Context: an optimization exercise on an open-source flow, tuned for small area, a short achievable clock period and few clock cycles. The choices shown serve that exercise and are no tape-out recipe. Function was checked by simulation only, so behaviour that the tests miss may differ from the original. No activity file was given, so power comes from the tool's default toggle rates.

==> v13: inputs <==
==> flow/design.v <==
module pae_a_decoder (
    input  wire       clk,
    input  wire       rst,
    input  wire       start,
    output wire       busy,
    output wire       done,
    output reg  [3:0] err,
    output reg  [3:0] width,
    output reg        order,
    output reg  [1:0] mode,
    input  wire       in_valid,
    input  wire [7:0] in_data,
    input  wire       in_last,
    output wire       in_ready,
    output wire       out_valid,
    output wire [7:0] out_data,
    input  wire       out_ready
);
    localparam [3:0] E_NONE       = 4'd0,
                     E_INV_SIZE   = 4'd6,
                     E_NON_SQUARE = 4'd7,
                     E_RUN_OVF    = 4'd8,
                     E_DATA_OVF   = 4'd9,
                     E_TRUNC      = 4'd10;
    localparam [3:0] P_IDLE = 4'd0,
                     P_HDR  = 4'd1,    
                     P_OT   = 4'd2,    
                     P_DATA = 4'd3,    
                     P_PRE  = 4'd4,    
                     P_OFF  = 4'd5,    
                     P_CHK  = 4'd6,    
                     P_MODE = 4'd7,    
                     P_T1   = 4'd8,    
                     P_END  = 4'd9,    
                     P_FIX  = 4'd10;   
    reg        busy_r, done_r;
    reg [3:0]  ps;
    reg [9:0]  win;          
    reg [3:0]  rp;           
    reg        wlast;        
    wire        b1 = win[9];             
    wire        b0 = win[8];             
    wire        have2 = (rp >= 4'd2);
    wire        have1 = (rp != 4'd0);
    reg        in_rdy;       
    assign in_ready = in_rdy;
    wire       ld = in_rdy && in_valid;
    reg        plane;
    reg [12:0] pm;           
    reg [3:0]  k;            
    reg [12:0] rv;           
    reg        big;          
    reg        off;          
    wire [7:0]  wsq   = width * width;
    wire [12:0] npl1  = {wsq, 5'd1};
    wire        rovf  = big || (rv > pm);
    wire        rfull = (rv == pm);
    reg [12:0] rz;           
    reg [1:0]  cnt;          
    reg [7:0]  ob;           
    reg        ofull;        
    localparam QD = 4;       
    reg [2*QD-1:0] fq;       
    reg [3:0]  fc;
    wire [1:0] fq0 = fq[1:0];
    wire       can_push = !ofull || out_ready;
    wire [7:0] ob_base  = ofull ? 8'd0 : ob;
    wire [2:0] room     = 3'd4 - {1'b0, cnt};
    wire       rz_nz    = (rz[12:1] != 12'd0);
    wire       rz_hi0   = (rz[12:4] == 9'd0);
    reg        rz_lo_le, rz_lo_gt;
    always @(*) begin
        case (cnt)
        2'd0:    begin rz_lo_le = (rz[3:0] <= 4'd8); rz_lo_gt = (rz[3:0] > 4'd4); end
        2'd1:    begin rz_lo_le = (rz[3:0] <= 4'd7); rz_lo_gt = (rz[3:0] > 4'd3); end
        2'd2:    begin rz_lo_le = (rz[3:0] <= 4'd6); rz_lo_gt = (rz[3:0] > 4'd2); end
        default: begin rz_lo_le = (rz[3:0] <= 4'd5); rz_lo_gt = (rz[3:0] > 4'd1); end
        endcase
    end
    wire       rz_last  = rz_hi0 && rz_lo_le;
    wire       rz_cmpl  = !rz_hi0 || rz_lo_gt;
    wire       pop      = can_push && !rz_nz && (fc != 4'd0);
    wire       efree    = (!rz_nz && (fc == 4'd0)) ||
                          (can_push && rz_nz && rz_last && (fc == 4'd0)) ||
                          (can_push && !rz_nz && (fc == 4'd1));
    reg        push;         
    reg        hand;         
    reg [1:0]  cons;         
    always @(*) begin
        push = 1'b0;
        hand = 1'b0;
        cons = 2'd0;
        case (ps)
        P_OT, P_MODE, P_PRE, P_OFF: if (have2) cons = 2'd2;
        P_DATA: if (have2 && ({b1, b0} == 2'd0 || fc != QD)) begin
                    cons = 2'd2;
                    push = ({b1, b0} != 2'd0);
                end
        P_T1:   if (have1) cons = 2'd1;
        P_CHK:  hand = !rovf && efree;
        default: ;
        endcase
    end
    reg [2*QD-1:0] fq_n;
    wire [3:0] widx = fc - {3'd0, pop};
    integer i;
    always @(*) begin
        fq_n = pop ? {2'b00, fq[2*QD-1:2]} : fq;
        if (push)
            for (i = 0; i < QD; i = i + 1)
                if (widx == i) fq_n[2*i +: 2] = {b1, b0};
    end
    wire hdr_take = (ps == P_HDR) && (rp[3]);
    wire [9:0] wsh = (cons == 2'd2) ? {win[7:0], 2'b00} :
                     (cons == 2'd1) ? {win[8:0], 1'b0} : win;
    wire        pm_ld  = (ps == P_OT) || (ps == P_T1) || ((ps == P_MODE) && !b1);
    wire [12:0] pm_sum = pm - rv;
    wire        pm_upd = ((ps == P_DATA) && push && !off) || hand || (ps == P_FIX);
    wire [12:0] pm_n   = pm_ld ? npl1 : pm_upd ? pm_sum : pm;
    wire [3:0] rp_c = hdr_take ? rp - 4'd8 : rp - {2'd0, cons};
    always @(posedge clk) begin
        if (rst) begin
            busy_r <= 1'b0;
            done_r <= 1'b0;
            in_rdy <= 1'b0;
            ps     <= P_IDLE;
            ofull  <= 1'b0;
            err    <= E_NONE;
            rz     <= 13'd0;
            fc     <= 3'd0;
            cnt    <= 2'd0;
            ob     <= 8'd0;
        end else begin
            done_r <= 1'b0;
            if (ld) begin
                case (rp_c[1:0])
                2'd0:    win <= {in_data, 2'b00};
                2'd1:    win <= {wsh[9], in_data, 1'b0};
                default: win <= {wsh[9:8], in_data};
                endcase
                wlast <= in_last;
            end else begin
                win <= wsh;
            end
            rp <= rp_c + (ld ? 4'd8 : 4'd0);
            in_rdy <= in_rdy ? !ld : (busy_r && !wlast && (rp_c <= 4'd2));
            pm <= pm_n;
            case (ps)
            P_HDR: if (hdr_take) begin
                width <= win[9:6];
                if (win[9:6] != win[5:2]) begin
                    err <= E_NON_SQUARE;
                    ps  <= P_END;
                end else if (win[9:6] == 4'd0) begin
                    err <= E_INV_SIZE;
                    ps  <= P_END;
                end else begin
                    ps  <= P_OT;
                end
            end
            P_OT: if (have2) begin
                order <= b1;
                plane <= 1'b0;
                off   <= 1'b0;
                rv    <= 13'd1;
                k     <= 4'd0;
                ps    <= b0 ? P_DATA : P_PRE;
            end else if (wlast) begin
                err <= E_TRUNC;
                ps  <= P_END;
            end
            P_DATA: if (have2) begin
                if ({b1, b0} == 2'd0) begin
                    k   <= 4'd0;
                    rv  <= 13'h1fff;
                    ps  <= off ? P_FIX : P_PRE;
                end else if (push) begin
                    off <= 1'b0;
                    if (off ? (pm == 13'd1) : (pm == 13'd2))
                        ps <= plane ? P_END : P_MODE;
                end
            end else if (wlast) begin
                err <= E_TRUNC;
                ps  <= P_END;
            end
            P_PRE: if (have2) begin
                big <= (k >= 4'd6);
                if (b1 && b0) begin
                    if (k == 4'd7) begin
                        err <= E_RUN_OVF;
                        ps  <= P_END;
                    end else begin
                        k <= k + 4'd1;
                    end
                end else if (b1) begin
                    rv <= 13'd1;
                    k  <= k + 4'd1;
                    ps <= P_OFF;
                end else begin
                    rv <= {11'd1, b0};
                    ps <= (k == 4'd0) ? P_CHK : P_OFF;
                end
            end else if (wlast) begin
                err <= E_TRUNC;
                ps  <= P_END;
            end
            P_OFF: if (have2) begin
                rv <= {rv[10:0], b1, b0};
                k  <= k - 4'd1;
                if (k == 4'd1)
                    ps <= P_CHK;
            end else if (wlast) begin
                err <= E_TRUNC;
                ps  <= P_END;
            end
            P_CHK: begin
                if (rovf) begin
                    err <= E_DATA_OVF;
                    ps  <= P_END;
                end else if (hand) begin
                    off <= 1'b1;
                    rv  <= 13'd1;
                    if (rfull)
                        ps <= plane ? P_END : P_MODE;
                    else
                        ps <= P_DATA;
                end
            end
            P_MODE: if (have2) begin
                if (b1) begin
                    mode <= {1'b0, b0} + 2'd1;
                    ps   <= P_T1;
                end else begin
                    mode  <= 2'd0;
                    plane <= 1'b1;
                    off   <= 1'b0;
                    rv    <= 13'd1;
                    k     <= 4'd0;
                    ps    <= b0 ? P_DATA : P_PRE;
                end
            end else if (wlast) begin
                err <= E_TRUNC;
                ps  <= P_END;
            end
            P_T1: if (have1) begin
                plane <= 1'b1;
                off   <= 1'b0;
                rv    <= 13'd1;
                k     <= 4'd0;
                ps    <= b1 ? P_DATA : P_PRE;
            end else if (wlast) begin
                err <= E_TRUNC;
                ps  <= P_END;
            end
            P_FIX: begin
                off <= 1'b0;
                ps  <= P_PRE;
            end
            P_END: begin
                if (!rz_nz && fc == 4'd0 && can_push && busy_r && !done_r) begin
                    done_r <= 1'b1;
                    busy_r <= 1'b0;
                    in_rdy <= 1'b0;
                    ps     <= P_IDLE;
                end
            end
            default: ;
            endcase
            if (can_push) begin
                if (rz_nz) begin
                    if (rz_last) begin
                        rz  <= 13'd0;
                        cnt <= cnt + rz[1:0] - 2'd1;
                    end else begin
                        rz  <= rz - {10'd0, room};
                        cnt <= 2'd0;
                    end
                    ob    <= ob_base;
                    ofull <= rz_cmpl;
                end else if (fc != 4'd0) begin
                    cnt   <= cnt + 2'd1;
                    ob    <= ob_base | ({fq0, 6'd0} >> {cnt, 1'b0});
                    ofull <= (cnt == 2'd3);
                end else begin
                    ob    <= ob_base;
                    ofull <= 1'b0;
                end
            end
            fq <= fq_n;
            fc <= fc + {3'd0, push} - {3'd0, pop};
            if (hand)
                rz <= rv;
            if (start && !busy_r) begin
                busy_r <= 1'b1;
                in_rdy <= 1'b1;
                ps     <= P_HDR;
                rp     <= 4'd0;
                wlast  <= 1'b0;
                rz     <= 13'd0;
                fc     <= 3'd0;
                cnt    <= 2'd0;
                ob     <= 8'd0;
                err    <= E_NONE;
                mode   <= 2'd0;
            end
        end
    end
    assign busy      = busy_r;
    assign done      = done_r;
    assign out_valid = ofull;
    assign out_data  = ob;
endmodule
==> flow/flow/run.sh <==
#!/bin/bash
# Layout flow: the standard synthesis (the standard.sh synth), then the
# combinational gates between the flip-flops re-mapped for area by ABC
# (flow/resyn.ys; the flip-flops are untouched), then the rest of the
# standard ORFS flow (standard.sh) on that netlist, with the port buffers
# made of sky130_fd_sc_hd__buf_1 instead of the default cell. Each tool's
# output goes to its own log here: synth.log, resyn.log, layout.log (and
# ORFS's step logs under orfs/logs).
set -euo pipefail
WORK=$(pwd)
export BUFFER_PORTS_ARGS="-buffer_cell sky130_fd_sc_hd__buf_1"
R=$WORK/orfs/results/${FLOW_PLATFORM}/pae_a_decoder/base
LIB=$FLOW_HOME/platforms/${FLOW_PLATFORM}/lib/sky130_fd_sc_hd__tt_025C_1v80.lib

bash standard.sh synth > synth.log 2>&1

cp "$R/1_2_yosys.v" "$WORK/std_netlist.v"
sed -e "s#{LIB}#$LIB#g" -e "s#{STD}#$WORK/std_netlist.v#g" -e "s#{TOP}#$FLOW_TOP#g" \
    -e "s#{ABC}#$WORK/flow/resyn.abc#g" -e "s#{STAT}#$WORK/resyn_stat.txt#g" \
    -e "s#{OUT}#$WORK/resyn_netlist.v#g" flow/resyn.ys > resyn_run.ys
YOSYS=$(command -v yosys || echo "$FLOW_HOME/../tools/install/yosys/bin/yosys")
"$YOSYS" -s resyn_run.ys > resyn.log 2>&1

# same flip-flops, by instance name, as the standard synthesis
ffs() { grep -oE 'sky130_fd_sc_hd__(e?dfxtp|dfrtp|dfstp|sdfxtp)_[0-9]+ +[^ ]+' "$1" | sort; }
if ! cmp -s <(ffs "$WORK/std_netlist.v") <(ffs "$WORK/resyn_netlist.v"); then
    echo "resynthesis changed the flip-flops; keeping the standard netlist" >> resyn.log
else
    cp "$WORK/resyn_netlist.v" "$R/1_2_yosys.v"
    rm -f "$R/1_synth.odb" "$R/1_synth.sdc"
fi

bash standard.sh > layout.log 2>&1
==> flow/flow/resyn.abc <==
strash
&get -n
&deepsyn -T 30
&st
&dch
&nf
&st
&syn2
&if -g -K 6
&synch2
&nf
&put
topo
==> flow/flow/resyn.ys <==
# Re-map the combinational logic of the standard synthesis for area. The
# flip-flops are kept as they are (same instances, names and cell types);
# only the gates between them are rebuilt by ABC.
read_liberty -ignore_miss_func {LIB}
read_verilog {STD}
hierarchy -top {TOP}
setattr -mod -set keep_hierarchy 1 sky130_fd_sc_hd__dfxtp_1 sky130_fd_sc_hd__edfxtp_1 sky130_fd_sc_hd__dfrtp_1 sky130_fd_sc_hd__dfstp_1 sky130_fd_sc_hd__dfbbp_1 sky130_fd_sc_hd__sdfxtp_1 sky130_fd_sc_hd__dlxtp_1
flatten
select {TOP}
opt -purge
abc -liberty {LIB} -dont_use *lpflow* -dont_use *probe* -script {ABC}
opt_clean -purge
hilomap -singleton -hicell sky130_fd_sc_hd__conb_1 HI -locell sky130_fd_sc_hd__conb_1 LO
splitnets
opt_clean -purge
tee -o {STAT} stat -liberty {LIB}
write_verilog -noattr -noexpr -nohex -nodec -selected {OUT}
==> flow/standard.sh <==
#!/bin/bash
# synth_recipe.tcl (not shown) runs the flow's synth.tcl, then flattens the netlist and writes it again
# the make line also repeats each setting of config.mk as NAME=value (left out here)
make -C /OpenROAD-flow-scripts/flow DESIGN_CONFIG=/design/flow/config.mk WORK_HOME=/design/flow/orfs CLKGATE_MAP_FILE= SYNTH_SCRIPT=/design/flow/synth_recipe.tcl "${@:-finish}"
==> flow/config.mk <==
export PLATFORM = sky130hd
export DESIGN_NAME = pae_a_decoder
export DESIGN_NICKNAME = pae_a_decoder
export VERILOG_FILES = /design/flow/design.v
export SDC_FILE = /design/flow/constraint.sdc
export NUM_CORES = 4
export LEC_CHECK = 0
export CAP_MARGIN = 20
export CORE_MARGIN = 2
export CORE_UTILIZATION = 40
export CTS_BUF_LIST = sky130_fd_sc_hd__clkbuf_8
export PLACE_DENSITY = 0.6
export SETUP_SLACK_MARGIN = 4.75
export SLEW_MARGIN = 20
==> flow/constraint.sdc <==
create_clock -name core_clock -period 8.0 [get_ports {clk}]
set_input_delay 1.6000 -clock core_clock [delete_from_list [all_inputs] [get_ports {clk}]]
set_output_delay 1.6000 -clock core_clock [all_outputs]
set_load 0.01 [all_outputs]
==> v22 (differences from v13) <==
--- a/flow/design.v
+++ b/flow/design.v
@@ -44,5 +44,6 @@
     wire        have1 = (rp != 4'd0);
-    reg        in_rdy;       
-    assign in_ready = in_rdy;
-    wire       ld = in_rdy && in_valid;
+    assign in_ready = busy_r && !wlast &&
+                      ((ps == P_HDR) ||
+                       ((rp <= 4'd2) && (ps != P_END)));
+    wire       ld = in_ready && in_valid;
     reg        plane;
@@ -69,14 +70,4 @@
     wire       rz_nz    = (rz[12:1] != 12'd0);
-    wire       rz_hi0   = (rz[12:4] == 9'd0);
-    reg        rz_lo_le, rz_lo_gt;
-    always @(*) begin
-        case (cnt)
-        2'd0:    begin rz_lo_le = (rz[3:0] <= 4'd8); rz_lo_gt = (rz[3:0] > 4'd4); end
-        2'd1:    begin rz_lo_le = (rz[3:0] <= 4'd7); rz_lo_gt = (rz[3:0] > 4'd3); end
-        2'd2:    begin rz_lo_le = (rz[3:0] <= 4'd6); rz_lo_gt = (rz[3:0] > 4'd2); end
-        default: begin rz_lo_le = (rz[3:0] <= 4'd5); rz_lo_gt = (rz[3:0] > 4'd1); end
-        endcase
-    end
-    wire       rz_last  = rz_hi0 && rz_lo_le;
-    wire       rz_cmpl  = !rz_hi0 || rz_lo_gt;
+    wire       rz_last  = (rz <= {9'd0, room} + 13'd4);
+    wire       rz_cmpl  = (rz > {10'd0, room});
     wire       pop      = can_push && !rz_nz && (fc != 4'd0);
@@ -124,3 +115,2 @@
             done_r <= 1'b0;
-            in_rdy <= 1'b0;
             ps     <= P_IDLE;
@@ -145,3 +135,2 @@
             rp <= rp_c + (ld ? 4'd8 : 4'd0);
-            in_rdy <= in_rdy ? !ld : (busy_r && !wlast && (rp_c <= 4'd2));
             pm <= pm_n;
@@ -262,3 +251,2 @@
                     busy_r <= 1'b0;
-                    in_rdy <= 1'b0;
                     ps     <= P_IDLE;
@@ -294,3 +282,2 @@
                 busy_r <= 1'b1;
-                in_rdy <= 1'b1;
                 ps     <= P_HDR;
==> flow/run.sh (new file) <==
#!/bin/bash
# synth_recipe.tcl (not shown) runs the flow's synth.tcl, then flattens the netlist and writes it again
# the make line also repeats each setting of config.mk as NAME=value (left out here)
make -C /OpenROAD-flow-scripts/flow DESIGN_CONFIG=/design/flow/config.mk WORK_HOME=/design/flow/orfs CLKGATE_MAP_FILE= SYNTH_SCRIPT=/design/flow/synth_recipe.tcl finish
removed: flow/flow/run.sh
removed: flow/flow/resyn.abc
removed: flow/flow/resyn.ys
removed: flow/standard.sh
==> v6 (differences from v13) <==
--- a/flow/design.v
+++ b/flow/design.v
@@ -44,5 +44,6 @@
     wire        have1 = (rp != 4'd0);
-    reg        in_rdy;       
-    assign in_ready = in_rdy;
-    wire       ld = in_rdy && in_valid;
+    assign in_ready = busy_r && !wlast &&
+                      ((ps == P_HDR) ||
+                       ((rp <= 4'd2) && (ps != P_END)));
+    wire       ld = in_ready && in_valid;
     reg        plane;
@@ -69,14 +70,4 @@
     wire       rz_nz    = (rz[12:1] != 12'd0);
-    wire       rz_hi0   = (rz[12:4] == 9'd0);
-    reg        rz_lo_le, rz_lo_gt;
-    always @(*) begin
-        case (cnt)
-        2'd0:    begin rz_lo_le = (rz[3:0] <= 4'd8); rz_lo_gt = (rz[3:0] > 4'd4); end
-        2'd1:    begin rz_lo_le = (rz[3:0] <= 4'd7); rz_lo_gt = (rz[3:0] > 4'd3); end
-        2'd2:    begin rz_lo_le = (rz[3:0] <= 4'd6); rz_lo_gt = (rz[3:0] > 4'd2); end
-        default: begin rz_lo_le = (rz[3:0] <= 4'd5); rz_lo_gt = (rz[3:0] > 4'd1); end
-        endcase
-    end
-    wire       rz_last  = rz_hi0 && rz_lo_le;
-    wire       rz_cmpl  = !rz_hi0 || rz_lo_gt;
+    wire       rz_last  = (rz <= {9'd0, room} + 13'd4);
+    wire       rz_cmpl  = (rz > {10'd0, room});
     wire       pop      = can_push && !rz_nz && (fc != 4'd0);
@@ -124,3 +115,2 @@
             done_r <= 1'b0;
-            in_rdy <= 1'b0;
             ps     <= P_IDLE;
@@ -145,3 +135,2 @@
             rp <= rp_c + (ld ? 4'd8 : 4'd0);
-            in_rdy <= in_rdy ? !ld : (busy_r && !wlast && (rp_c <= 4'd2));
             pm <= pm_n;
@@ -262,3 +251,2 @@
                     busy_r <= 1'b0;
-                    in_rdy <= 1'b0;
                     ps     <= P_IDLE;
@@ -294,3 +282,2 @@
                 busy_r <= 1'b1;
-                in_rdy <= 1'b1;
                 ps     <= P_HDR;
==> results.txt <==
Routed wire length, highest first: v22, v6, v13. Via count: v22 > v6 > v13. Sequential share of layout area: v22 < v6 < v13. The highest final cell count belongs to v22, the lowest to v13. Against v22, the utilization of v13 is higher by 1.1 points. In v13 the critical path depth is higher than in v22, by 6. Against v6, the final area of v22 is higher by about 20%. Register-to-register slack: v6 is worse than v13 (0.07 ns). Sequential power: v6 is higher than v13 (about 13%). Worst setup slack: v6 < v13 < v22.
Testbench counts of v13, summed over its fixed seeds: cycles 74,266.
Testbench counts of v22, summed over its fixed seeds: cycles 74,138.
Testbench counts of v6, summed over its fixed seeds: cycles 74,138.

-- port drivers added, routing unchanged --
How much do the figures lean on ideal ports? The routed layouts below were timed once more, with nothing changed but the port constraints. Step 1, drivers: a clkbuf_16 drives clk and a buf_2 each remaining input, both assumed. Step 2 adds t to the input delays and takes it off the output delays; t is the mean of the earliest and latest rising clock arrival at the registers after step 1. Input paths then give back, and output paths get back, about the clock's delay inside the block. Slacks: ideal ports / drivers / drivers and shift; pairs: ideal ports / drivers.
run	t, ns	setup WS [ns]	worst data-port slew with drivers (ns)
v13	0.417	4.737 / 4.730 / 4.313	0.04
v22	0.425	4.778 / 4.738 / 4.421	0.04
v6	0.420	4.727 / 4.690 / 4.337	0.03
After both steps every run listed still meets setup and hold. For v13, which loses most, drivers alone change the setup slack by -0.007 ns; drivers and shift together by -0.424 ns.
